Context: an optimization exercise on an open-source flow, tuned for small area and a short achievable clock period. The choices shown serve that exercise and are no tape-out recipe.
In this exercise RTL edits were held to simulation tests only and were not proved equivalent to the original.
Power and IR drop assume default switching activity.

==> flow/design.v <==
module xbee_rx (
    input  wire       clk,
    input  wire       rst,         
    input  wire       wr_valid,
    input  wire [7:0] wr_data,
    input  wire       run,
    input  wire [1:0] mode,        
    input  wire       flush,
    output reg  [5:0] avail,
    output reg        out_valid,
    output reg  [1:0] out_kind,
    output reg  [7:0] out_data
);
    localparam CAP = 32;
    localparam ST_HUNT   = 3'd0;
    localparam ST_LEN_HI = 3'd1;
    localparam ST_LEN_LO = 3'd2;
    localparam ST_PAY    = 3'd3;
    localparam ST_CKS    = 3'd4;
    localparam K_PAYLOAD = 2'd0;
    localparam K_FRAME   = 2'd1;
    localparam K_BADCKS  = 2'd2;
    localparam K_SPECIAL = 2'd3;
    localparam [7:0] DELIM = 8'h7E;
    localparam [7:0] ESC   = 8'h7D;
    localparam [7:0] XON   = 8'h11;
    localparam [7:0] XOFF  = 8'h13;
    reg [7:0] sr [0:CAP-1];    
    reg [5:0] nav;          
    reg       nz;           
    reg       m_api;        
    reg       m_esc;        
    wire [5:0] cnt = ~nav;
    wire mode_ok     = (m_api && !mode[1] && mode[0]) || (m_esc && mode[1] && !mode[0]);
    wire go          = run && !flush && nz;    
    wire step        = go && mode_ok;
    wire mode_change = (m_api || m_esc) && !mode_ok;   
    wire full        = cnt[5];
    integer i;
    always @(posedge clk) begin
        if (wr_valid) begin
            sr[0] <= wr_data;
            for (i = 1; i < CAP; i = i + 1)
                sr[i] <= sr[i-1];
        end
    end
    wire [7:0] t0 [0:31];
    wire [7:0] t1 [0:15];
    wire [7:0] t2 [0:7];
    wire [7:0] t3 [0:3];
    wire [7:0] t4 [0:1];
    genvar g;
    generate
        for (g = 0; g < 32; g = g + 1) begin : g_t0
            assign t0[g] = sr[(62 - g) % 32];
        end
        for (g = 0; g < 16; g = g + 1) begin : g_t1
            assign t1[g] = nav[0] ? t0[2*g+1] : t0[2*g];
        end
        for (g = 0; g < 8; g = g + 1) begin : g_t2
            assign t2[g] = nav[1] ? t1[2*g+1] : t1[2*g];
        end
        for (g = 0; g < 4; g = g + 1) begin : g_t3
            assign t3[g] = nav[2] ? t2[2*g+1] : t2[2*g];
        end
        for (g = 0; g < 2; g = g + 1) begin : g_t4
            assign t4[g] = nav[3] ? t3[2*g+1] : t3[2*g];
        end
    endgenerate
    wire [7:0] b_rd = nav[4] ? t4[1] : t4[0];
    reg       ev_step;      
    reg [7:0] ev_b;
    wire [5:0] c_m1 = cnt - 6'd1;
    wire [5:0] c_p1 = cnt + 6'd1;
    wire [5:0] c_fl = {5'd0, wr_valid};
    wire [5:0] c_ns = flush ? c_fl : (wr_valid && !full) ? c_p1 : cnt;
    wire [5:0] c_st = wr_valid ? cnt : c_m1;
    wire       z_ns = flush ? wr_valid : (wr_valid || nz);
    wire       z_st = wr_valid || (cnt != 6'd1);
    wire [5:0] c_nx = step ? c_st : c_ns;
    wire       z_nx = step ? z_st : z_ns;
    always @(posedge clk) begin
        ev_b <= b_rd;
        if (rst) begin
            avail    <= 6'd0;
            nav      <= 6'h3F;
            nz       <= 1'b0;
            m_api    <= 1'b0;
            m_esc    <= 1'b0;
            ev_step  <= 1'b0;
        end else begin
            m_api    <= (mode == 2'd1);
            m_esc    <= (mode == 2'd2);
            ev_step  <= step;
            avail    <= c_nx;
            nav      <= ~c_nx;
            nz       <= z_nx;
        end
    end
    reg  [2:0]  state;
    reg         esc;
    reg  [15:0] rem;      
    reg  [7:0]  sum;
    wire [7:0] b = ev_b;
    wire [7:0] v = {b[7:6], b[5] ^ esc, b[4:0]};
    reg  [2:0]  n_state;
    reg         n_esc;
    reg         n_item;
    reg  [1:0]  n_kind;
    reg  [7:0]  n_data;
    reg         deliver;
    always @(*) begin
        n_state = state;
        n_esc   = esc;
        n_item  = 1'b0;
        n_kind  = K_PAYLOAD;
        n_data  = v;
        deliver = 1'b0;
        if (state == ST_HUNT) begin
            if (b == DELIM) begin
                n_state = ST_LEN_HI;
                n_esc   = 1'b0;
            end
        end else if (!m_esc) begin
            deliver = 1'b1;
        end else if (esc) begin
            n_esc   = 1'b0;
            deliver = 1'b1;
        end else if (b == ESC) begin
            n_esc = 1'b1;
        end else if (b == DELIM) begin
            n_item  = 1'b1;
            n_kind  = K_SPECIAL;
            n_state = ST_LEN_HI;
        end else if (b == XON || b == XOFF) begin
            n_item  = 1'b1;
            n_kind  = K_SPECIAL;
            n_state = ST_HUNT;
        end else begin
            deliver = 1'b1;
        end
        if (deliver) begin
            case (state)
                ST_LEN_HI: begin
                    n_state     = ST_LEN_LO;
                end
                ST_LEN_LO: begin
                    n_state    = ({rem[15:8], v} != 16'h0000) ? ST_PAY : ST_CKS;
                end
                ST_PAY: begin
                    n_item = 1'b1;
                    n_kind = K_PAYLOAD;
                    if (rem == 16'd1)
                        n_state = ST_CKS;
                end
                default: begin  
                    n_item  = 1'b1;
                    n_kind  = (v == ~sum) ? K_FRAME : K_BADCKS;
                    n_data  = ~sum;
                    n_state = ST_HUNT;
                end
            endcase
        end
    end
    always @(posedge clk) begin
        if (rst) begin
            state     <= ST_HUNT;
            esc       <= 1'b0;
            out_valid <= 1'b0;
        end else begin
            if (mode_change) begin
                state <= ST_HUNT;
                esc   <= 1'b0;
            end else if (ev_step) begin
                state <= n_state;
                esc   <= n_esc;
            end
            out_valid <= ev_step && n_item;
        end
        if (ev_step && deliver) begin
            case (state)
                ST_LEN_HI: rem[15:8] <= v;
                ST_LEN_LO: begin
                    rem[7:0] <= v;
                    sum      <= 8'h00;
                end
                ST_PAY: begin
                    rem <= rem - 16'd1;
                    sum <= sum + v;
                end
                default: ;
            endcase
        end
        out_kind <= n_kind;
        out_data <= n_data;
    end
endmodule
Settings: LEC_CHECK=0, CAP_MARGIN=20, CORE_MARGIN=2, CORE_UTILIZATION=55, CTS_BUF_LIST=sky130_fd_sc_hd__clkbuf_16, CTS_CLUSTER_DIAMETER=90, CTS_CLUSTER_SIZE=30, SETUP_SLACK_MARGIN=3.8, SLEW_MARGIN=20; clock period 6.0 ns.
standard.sh (not shown) runs the stock make flow with config.mk's settings and CLKGATE_MAP_FILE= SYNTH_SCRIPT=/design/flow/synth_recipe.tcl, a recipe that flattens the netlist after the stock synthesis.
==> flow/flow/run.sh <==
#!/bin/bash
# Own layout flow: the standard ORFS flow (standard.sh) with one change:
# clock tree synthesis inserts no dummy load cells (the same CTS options as
# the standard flow otherwise, from config.mk). Each tool's output goes to
# ORFS's logs under orfs/logs; standard.sh's own output to standard.log here.
set -euo pipefail
W=$(pwd)
export CTS_ARGS="-sink_clustering_enable -repair_clock_nets -dont_use_dummy_load -buf_list sky130_fd_sc_hd__clkbuf_16 -sink_clustering_size 30 -sink_clustering_max_diameter 90"
bash standard.sh > "$W/standard.log" 2>&1
==> next run, changes <==
--- a/flow/design.v
+++ b/flow/design.v
@@ -103,17 +103,21 @@
     reg  [7:0]  sum;
     wire [7:0] b = ev_b;
     wire [7:0] v = {b[7:6], b[5] ^ esc, b[4:0]};
     reg  [2:0]  n_state;
     reg         n_esc;
+    reg  [15:0] n_rem;
+    reg  [7:0]  n_sum;
     reg         n_item;
     reg  [1:0]  n_kind;
     reg  [7:0]  n_data;
     reg         deliver;
     always @(*) begin
         n_state = state;
         n_esc   = esc;
+        n_rem   = rem;
+        n_sum   = sum;
         n_item  = 1'b0;
         n_kind  = K_PAYLOAD;
         n_data  = v;
         deliver = 1'b0;
         if (state == ST_HUNT) begin
@@ -140,18 +144,23 @@
             deliver = 1'b1;
         end
         if (deliver) begin
             case (state)
                 ST_LEN_HI: begin
+                    n_rem[15:8] = v;
                     n_state     = ST_LEN_LO;
                 end
                 ST_LEN_LO: begin
+                    n_rem[7:0] = v;
+                    n_sum      = 8'h00;
                     n_state    = ({rem[15:8], v} != 16'h0000) ? ST_PAY : ST_CKS;
                 end
                 ST_PAY: begin
                     n_item = 1'b1;
                     n_kind = K_PAYLOAD;
+                    n_sum  = sum + v;
+                    n_rem  = rem - 16'd1;
                     if (rem == 16'd1)
                         n_state = ST_CKS;
                 end
                 default: begin  
                     n_item  = 1'b1;
@@ -175,23 +184,13 @@
                 state <= n_state;
                 esc   <= n_esc;
             end
             out_valid <= ev_step && n_item;
         end
-        if (ev_step && deliver) begin
-            case (state)
-                ST_LEN_HI: rem[15:8] <= v;
-                ST_LEN_LO: begin
-                    rem[7:0] <= v;
-                    sum      <= 8'h00;
-                end
-                ST_PAY: begin
-                    rem <= rem - 16'd1;
-                    sum <= sum + v;
-                end
-                default: ;
-            endcase
+        if (ev_step) begin
+            rem <= n_rem;
+            sum <= n_sum;
         end
         out_kind <= n_kind;
         out_data <= n_data;
     end
 endmodule
=>
- clock skew goes down by 0.012 ns
- wire length goes down slightly
- cell area goes down slightly
- final cell count is about the same
- worst setup slack is better by 0.011 ns
- sequential share of layout area goes up by 0.34 points
- fmax goes up slightly
- synthesized cell count goes up slightly
- count of clock-buffer cells in the layout is unchanged
- core utilization goes down by 0.50 points
- global-route usage goes down by 0.14 points
- sequential power hardly moves
- combinational power goes up by roughly a tenth


== the reference run ==
// xbee_rx: RTL as listed in full above, without the edits since
clock: 6.0 ns
lec_check: 0
cap_margin: 20
core_margin: 2
core_utilization: 55
cts_buf_list: sky130_fd_sc_hd__clkbuf_16
cts_cluster_diameter: 90
cts_cluster_size: 30
setup_slack_margin: 3.8
slew_margin: 20
run.sh (not shown) runs the stock make flow with config.mk's settings and CLKGATE_MAP_FILE= SYNTH_SCRIPT=/design/flow/synth_recipe.tcl, a recipe that flattens the netlist after the stock synthesis.
Stock flow here: none of the scripts above is used.
Edits applied to the flow inputs when going from the reference run to the trial run:
--- a/flow/design.v
+++ b/flow/design.v
@@ -104,15 +104,19 @@
     wire [7:0] b = ev_b;
     wire [7:0] v = {b[7:6], b[5] ^ esc, b[4:0]};
     reg  [2:0]  n_state;
     reg         n_esc;
+    reg  [15:0] n_rem;
+    reg  [7:0]  n_sum;
     reg         n_item;
     reg  [1:0]  n_kind;
     reg  [7:0]  n_data;
     reg         deliver;
     always @(*) begin
         n_state = state;
         n_esc   = esc;
+        n_rem   = rem;
+        n_sum   = sum;
         n_item  = 1'b0;
         n_kind  = K_PAYLOAD;
         n_data  = v;
         deliver = 1'b0;
@@ -141,16 +145,21 @@
         end
         if (deliver) begin
             case (state)
                 ST_LEN_HI: begin
+                    n_rem[15:8] = v;
                     n_state     = ST_LEN_LO;
                 end
                 ST_LEN_LO: begin
+                    n_rem[7:0] = v;
+                    n_sum      = 8'h00;
                     n_state    = ({rem[15:8], v} != 16'h0000) ? ST_PAY : ST_CKS;
                 end
                 ST_PAY: begin
                     n_item = 1'b1;
                     n_kind = K_PAYLOAD;
+                    n_sum  = sum + v;
+                    n_rem  = rem - 16'd1;
                     if (rem == 16'd1)
                         n_state = ST_CKS;
                 end
                 default: begin  
@@ -176,21 +185,11 @@
                 esc   <= n_esc;
             end
             out_valid <= ev_step && n_item;
         end
-        if (ev_step && deliver) begin
-            case (state)
-                ST_LEN_HI: rem[15:8] <= v;
-                ST_LEN_LO: begin
-                    rem[7:0] <= v;
-                    sum      <= 8'h00;
-                end
-                ST_PAY: begin
-                    rem <= rem - 16'd1;
-                    sum <= sum + v;
-                end
-                default: ;
-            endcase
+        if (ev_step) begin
+            rem <= n_rem;
+            sum <= n_sum;
         end
         out_kind <= n_kind;
         out_data <= n_data;
     end
Notes after the runs:
The reference run reports its launch point of the worst path as mode[1] while the trial run reports avail[1].
Share of the synthesized area in compound gates (AO/OA/AOI/OAI) (higher): the trial run
[compare] base=the reference run new=the trial run: global-route track usage on met1 fell 0.27 points; via count moved down; area of all placed cells without fillers decreased 140 sq um; final critical-path required period has increased.

==> port drivers added, routing unchanged <==
Ports are ideal in the flow. The routed layouts listed here were re-timed in OpenROAD. Step 1 sets driving cells, clkbuf_16 on the clock port and buf_2 on the other inputs (assumed; they add their load-dependent delay and slew). Step 2 times the ports against the registers' clock, not the clock port: input delays grow and output delays shrink by t, the midpoint of the rising clock arrivals with the driver on. a / b / c = ideal / step 1 / step 2; a / b = the first two.
| run | t, ns | slack for setup (ns) | clock arrival spread, ns |
|---|---|---|---|
| the first run of note 1 | 0.523 | 3.815 / 3.799 / 3.306 | 0.043 / 0.044 |
| the second run of note 1 | 0.525 | 3.825 / 3.781 / 3.352 | 0.033 / 0.034 |
| the reference run | 0.532 | 3.827 / 3.801 / 3.311 | 0.022 / 0.023 |
| the trial run | 0.532 | 3.822 / 3.778 / 3.330 | 0.021 / 0.021 |
After both steps setup and hold are still met in every run listed. The setup slack of the reference run, which loses most, moves by -0.026 ns with the drivers and by -0.516 ns with both steps.
